This is an optimization exercise on Yosys and OpenROAD, whose aim is small area, a short achievable clock period and few clock cycles per item, not a production implementation. Power is estimated from default activity; no workload was simulated.

==> flow/design.v <==
module apt_frame_parser (
    input  wire        clk,
    input  wire        rst,
    input  wire        in_valid,
    input  wire [7:0]  in_data,
    output wire        in_ready,
    output wire        out_valid,
    input  wire        out_ready,
    output reg  [1:0]  out_kind,
    output wire [1:0]  out_err,
    output reg  [15:0] out_msgid,
    output reg  [6:0]  out_dest,
    output reg  [7:0]  out_source,
    output reg         out_long,
    output reg  [7:0]  out_param1,
    output reg  [7:0]  out_param2,
    output reg  [63:0] out_f0,
    output reg  [31:0] out_f1,
    output reg  [31:0] out_f2,
    output wire [31:0] out_f3,
    output wire [12:0] out_status
);
    reg         oval;        
    reg         inpay;       
    reg         far;         
    reg         kn;          
    reg  [15:0] q;           
    reg         err_enum;    
    reg  [12:0] st;          
    reg  [2:0]  f3h;         
    assign in_ready   = !oval || out_ready;
    assign out_valid  = oval;
    assign out_err    = {err_enum, !err_enum};
    assign out_status = st;
    assign out_f3     = {16'd0, f3h, st};
    wire        take = in_valid && in_ready;
    wire [7:0]  d    = in_data;
    wire [15:0] len  = {out_param2, out_param1};
    wire        hdr5 = !inpay && q[2:0] == 3'd5;
    wire        last = hdr5 ? (!out_long || len == 16'd0) : (inpay && q == len);
    function h(input integer k);
        h = take && !inpay && q[2:0] == k;
    endfunction
    function p(input integer k);
        p = take && inpay && !far && q[3:0] == k - 5;
    endfunction
    wire        c1  = kn && out_msgid[3:0] == 4'h1;
    wire        c2  = kn && out_msgid[3:0] == 4'h2;
    wire        c3  = kn && out_msgid[3:0] == 4'h3;
    wire        c4  = kn && out_msgid[3:0] == 4'h4;
    wire        c5  = kn && out_msgid[3:0] == 4'h5;
    wire        c6  = kn && out_msgid[3:0] == 4'h6;
    wire        c7  = kn && out_msgid[3:0] == 4'h7;
    wire        c8  = kn && out_msgid[3:0] == 4'h8;
    wire        known = kn;
    wire        kn_d = d == 8'h10 && out_msgid[7:4] == 4'h0 &&
                       out_msgid[3:0] != 4'h0 && out_msgid[3:0] <= 4'h8;
    wire        l4   = len[15:2] == 14'd0;
    wire        l6   = len[15:3] == 13'd0 && len[2:1] != 2'b11;
    wire        l8   = len[15:3] == 13'd0;
    wire        l14  = len[15:4] == 12'd0 && len[3:1] != 3'b111;
    wire        lshort = c2 ? l6 : c4 ? l4 : c8 ? l8 : l14;
    wire        too_short = (c2 | c3 | c4 | c6 | c7 | c8) && (!out_long || lshort);
    wire        bad_enum  = c1 && out_param2 != 8'd1 && out_param2 != 8'd2;
    wire [18:0] adc = {3'd0, d, out_f1[7:0]} + {1'b0, d, out_f1[7:0], 2'b00};
    wire [7:0]  dz = d & {8{inpay}};
    always @(posedge clk) begin
        if (rst) begin
            oval  <= 1'b0;
            inpay <= 1'b0;
            far   <= 1'b0;
            q     <= 16'd0;
        end else begin
            if (out_ready)
                oval <= 1'b0;
            if (take) begin
                if (last) begin
                    oval  <= 1'b1;
                    inpay <= 1'b0;
                    far   <= 1'b0;
                    q     <= 16'd0;
                end else if (hdr5) begin
                    inpay <= 1'b1;
                    q     <= 16'd1;
                end else begin
                    q     <= q + 16'd1;
                    if (inpay && q[3:0] == 4'd14)
                        far <= 1'b1;
                end
            end
        end
    end
    wire c2378 = c2 | c3 | c7 | c8;
    wire c237  = c2 | c3 | c7;
    wire c37   = c3 | c7;
    wire n15   = !(c1 | c5);
    always @(posedge clk) begin
        if (h(0)) out_msgid[7:0]  <= d;
        if (h(1)) begin
            out_msgid[15:8] <= d;
            kn              <= kn_d;
        end
        if (h(2)) out_param1      <= d;
        if (h(3)) out_param2      <= d;
        if (h(4)) begin
            out_long <= d[7];
            out_dest <= d[6:0];
        end
        if (h(5)) begin
            out_source <= d;
            out_kind   <= !known ? 2'd1 : (too_short || bad_enum) ? 2'd2 : 2'd0;
            err_enum   <= !too_short;
        end
        if (h(2))
            out_f0[7:0] <= {d[7:4] & {4{!c5}}, d[3:0]};
        else if (p(6) && n15)
            out_f0[7:0] <= d;
        else if (p(7) && c4)
            out_f0[7:0] <= adc[7:0];
        if (p(7) && c4)
            out_f0[15:8] <= adc[15:8];
        else if (h(2) || (p(7) && n15))
            out_f0[15:8] <= dz;
        if (p(7) && c4)
            out_f0[23:16] <= {5'd0, adc[18:16]};
        else if (h(2) || (p(8) && c6))
            out_f0[23:16] <= dz;
        if (h(2) || (p(9) && c6))  out_f0[31:24] <= dz;
        if (h(2) || (p(10) && c6)) out_f0[39:32] <= dz;
        if (h(2) || (p(11) && c6)) out_f0[47:40] <= dz;
        if (h(2) || (p(12) && c6)) out_f0[55:48] <= dz;
        if (h(2) || (p(13) && c6)) out_f0[63:56] <= dz;
        if (h(3))
            out_f1[7:0] <= {7'd0, d == 8'd1};
        else if (p(9) && c4)
            out_f1[7:0] <= adc[7:0];
        else if ((p(6) && c4) || (p(8) && n15) || (p(14) && c6))
            out_f1[7:0] <= d;
        if (p(9) && c4)
            out_f1[15:8] <= adc[15:8];
        else if (h(3) || (p(9) && c2378) || (p(15) && c6))
            out_f1[15:8] <= dz;
        if (p(9) && c4)
            out_f1[23:16] <= {5'd0, adc[18:16]};
        else if (p(15) && c6)
            out_f1[23:16] <= {8{d[7]}};
        else if (h(3) || (p(10) && c237))
            out_f1[23:16] <= dz;
        if (p(15) && c6)
            out_f1[31:24] <= {8{d[7]}};
        else if (h(3) || (p(11) && c237))
            out_f1[31:24] <= dz;
        if ((p(10) && c8) || (p(12) && c37) || (p(16) && c6))
            out_f2[7:0] <= d;
        if ((p(11) && c8) || (p(13) && c37) || (p(17) && c6))
            out_f2[15:8] <= d;
        if (h(4) || (p(14) && c3) || (p(18) && c6))
            out_f2[23:16] <= dz;
        if (h(4) || (p(15) && c3) || (p(19) && c6))
            out_f2[31:24] <= dz;
        if (p(12) && c8)
            st[7:0] <= d;
        if (p(13) && c8)
            {f3h, st[12:8]} <= d;
        if (p(16) && c37)
            st[5:0] <= {d[7:4], d[1:0]};
        if (p(17) && c37)
            st[10:6] <= {d[6:4], d[2:1]};
        if (p(19) && c37)
            st[12:11] <= {d[7], d[0]};
    end
endmodule
Settings: LEC_CHECK=0, ABC_CLOCK_PERIOD_IN_PS=2000, CAP_MARGIN=20, CORE_MARGIN=2, CORE_UTILIZATION=40, CTS_CLUSTER_DIAMETER=80, CTS_CLUSTER_SIZE=24, PLACE_DENSITY=0.6, SETUP_SLACK_MARGIN=2.2, SLEW_MARGIN=20; clock period 4.5 ns.
standard.sh (not shown) runs the stock make flow with config.mk's settings and CLKGATE_MAP_FILE= SYNTH_SCRIPT=/design/flow/synth_recipe.tcl, a recipe that flattens the netlist after the stock synthesis.
==> flow/flow/run.sh <==
#!/bin/bash
# The standard layout (the standard.sh) with two changes: port buffers of
# sky130_fd_sc_hd__buf_1, and no full/half-adder cell extraction in synthesis
# (ADDER_MAP_FILE empty), so abc maps the adders for speed.
set -uo pipefail
bash standard.sh "BUFFER_PORTS_ARGS=-buffer_cell sky130_fd_sc_hd__buf_1" "ADDER_MAP_FILE=" finish > standard.log 2>&1
==> next run, changes <==
--- a/flow/design.v
+++ b/flow/design.v
@@ -25,13 +25,15 @@
     reg         far;         
     reg         kn;          
     reg  [15:0] q;           
     reg         err_enum;    
     reg  [12:0] st;          
     reg  [2:0]  f3h;         
-    assign in_ready   = !oval || out_ready;
+    reg  [7:0]  nx0;
+    reg         rdy;
+    assign in_ready   = rdy;
     assign out_valid  = oval;
     assign out_err    = {err_enum, !err_enum};
     assign out_status = st;
     assign out_f3     = {16'd0, f3h, st};
     wire        take = in_valid && in_ready;
     wire [7:0]  d    = in_data;
@@ -50,23 +52,32 @@
     wire        c4  = kn && out_msgid[3:0] == 4'h4;
     wire        c5  = kn && out_msgid[3:0] == 4'h5;
     wire        c6  = kn && out_msgid[3:0] == 4'h6;
     wire        c7  = kn && out_msgid[3:0] == 4'h7;
     wire        c8  = kn && out_msgid[3:0] == 4'h8;
     wire        known = kn;
-    wire        kn_d = d == 8'h10 && out_msgid[7:4] == 4'h0 &&
-                       out_msgid[3:0] != 4'h0 && out_msgid[3:0] <= 4'h8;
+    wire        kn_d = d == 8'h10 && nx0[7:4] == 4'h0 &&
+                       nx0[3:0] != 4'h0 && nx0[3:0] <= 4'h8;
     wire        l4   = len[15:2] == 14'd0;
     wire        l6   = len[15:3] == 13'd0 && len[2:1] != 2'b11;
     wire        l8   = len[15:3] == 13'd0;
     wire        l14  = len[15:4] == 12'd0 && len[3:1] != 3'b111;
     wire        lshort = c2 ? l6 : c4 ? l4 : c8 ? l8 : l14;
     wire        too_short = (c2 | c3 | c4 | c6 | c7 | c8) && (!out_long || lshort);
     wire        bad_enum  = c1 && out_param2 != 8'd1 && out_param2 != 8'd2;
-    wire [18:0] adc = {3'd0, d, out_f1[7:0]} + {1'b0, d, out_f1[7:0], 2'b00};
+    wire [10:0] adc_lo = {3'd0, out_f1[7:0]} + {1'b0, out_f1[7:0], 2'b00};
+    wire [10:0] adc_hi = {3'd0, d} + {1'b0, d, 2'b00} + {8'd0, adc_lo[10:8]};
+    wire [18:0] adc = {adc_hi, adc_lo[7:0]};
     wire [7:0]  dz = d & {8{inpay}};
+    wire        at0 = !inpay && q[2:0] == 3'd0;
+    always @(posedge clk) begin
+        if (rst)
+            rdy <= 1'b1;
+        else
+            rdy <= (take && last) || !oval || out_ready || (at0 && !take);
+    end
     always @(posedge clk) begin
         if (rst) begin
             oval  <= 1'b0;
             inpay <= 1'b0;
             far   <= 1'b0;
             q     <= 16'd0;
@@ -92,15 +103,15 @@
     end
     wire c2378 = c2 | c3 | c7 | c8;
     wire c237  = c2 | c3 | c7;
     wire c37   = c3 | c7;
     wire n15   = !(c1 | c5);
     always @(posedge clk) begin
-        if (h(0)) out_msgid[7:0]  <= d;
+        if (h(0)) nx0 <= d;
         if (h(1)) begin
-            out_msgid[15:8] <= d;
+            out_msgid       <= {d, nx0};
             kn              <= kn_d;
         end
         if (h(2)) out_param1      <= d;
         if (h(3)) out_param2      <= d;
         if (h(4)) begin
             out_long <= d[7];
Outcome: The changed run ran to the end with no violations. Global-route usage came out higher by 0.47 points. First-iteration DRC count came out lower by 5.7%. Die area is about the same. Total power came out higher by 1.7%. Routed wire length is higher by 1.0%. Flip-flop and latch count climbs by 9. Setup slack got worse by 0.50 ns. Non-clock buffer count does not change. Via count rose by 0.81%. Final area goes up by 0.99%. Combinational power goes down by 25%. Sequential power grows by about 3%.
Function was not checked in any run of this note: the RTL went through the layout flow alone.

-- port drivers added, routing unchanged --
No port has a modelled driver above. Below, the same layouts with a new extraction and two added sets of constraints. Step 1 (the two cells are an assumption about what drives the block):
set clk [get_ports {clk}]
set_driving_cell -lib_cell sky130_fd_sc_hd__clkbuf_16 $clk
set_driving_cell -lib_cell sky130_fd_sc_hd__buf_2 [delete_from_list [all_inputs] $clk]
Step 2, shift: input delay + t, output delay - t, t = (earliest + latest rising clock arrival at the registers) / 2. This alone moves slack from input paths to output paths. a / b / c = ideal ports / drivers / drivers and shift; a / b = the first two.
| run | t (ns) | setup slack, ns | worst register clock-pin slew, ns |
|---|---|---|---|
| the first run | 0.529 | 2.208 / 2.172 / 1.698 | 0.10 / 0.10 |
| the second run | 0.536 | 1.707 / 1.707 / 1.330 | 0.10 / 0.10 |
After both steps every run listed still meets setup and hold. For the first run, which loses most, drivers alone change the setup slack by -0.036 ns; drivers and shift together by -0.510 ns.
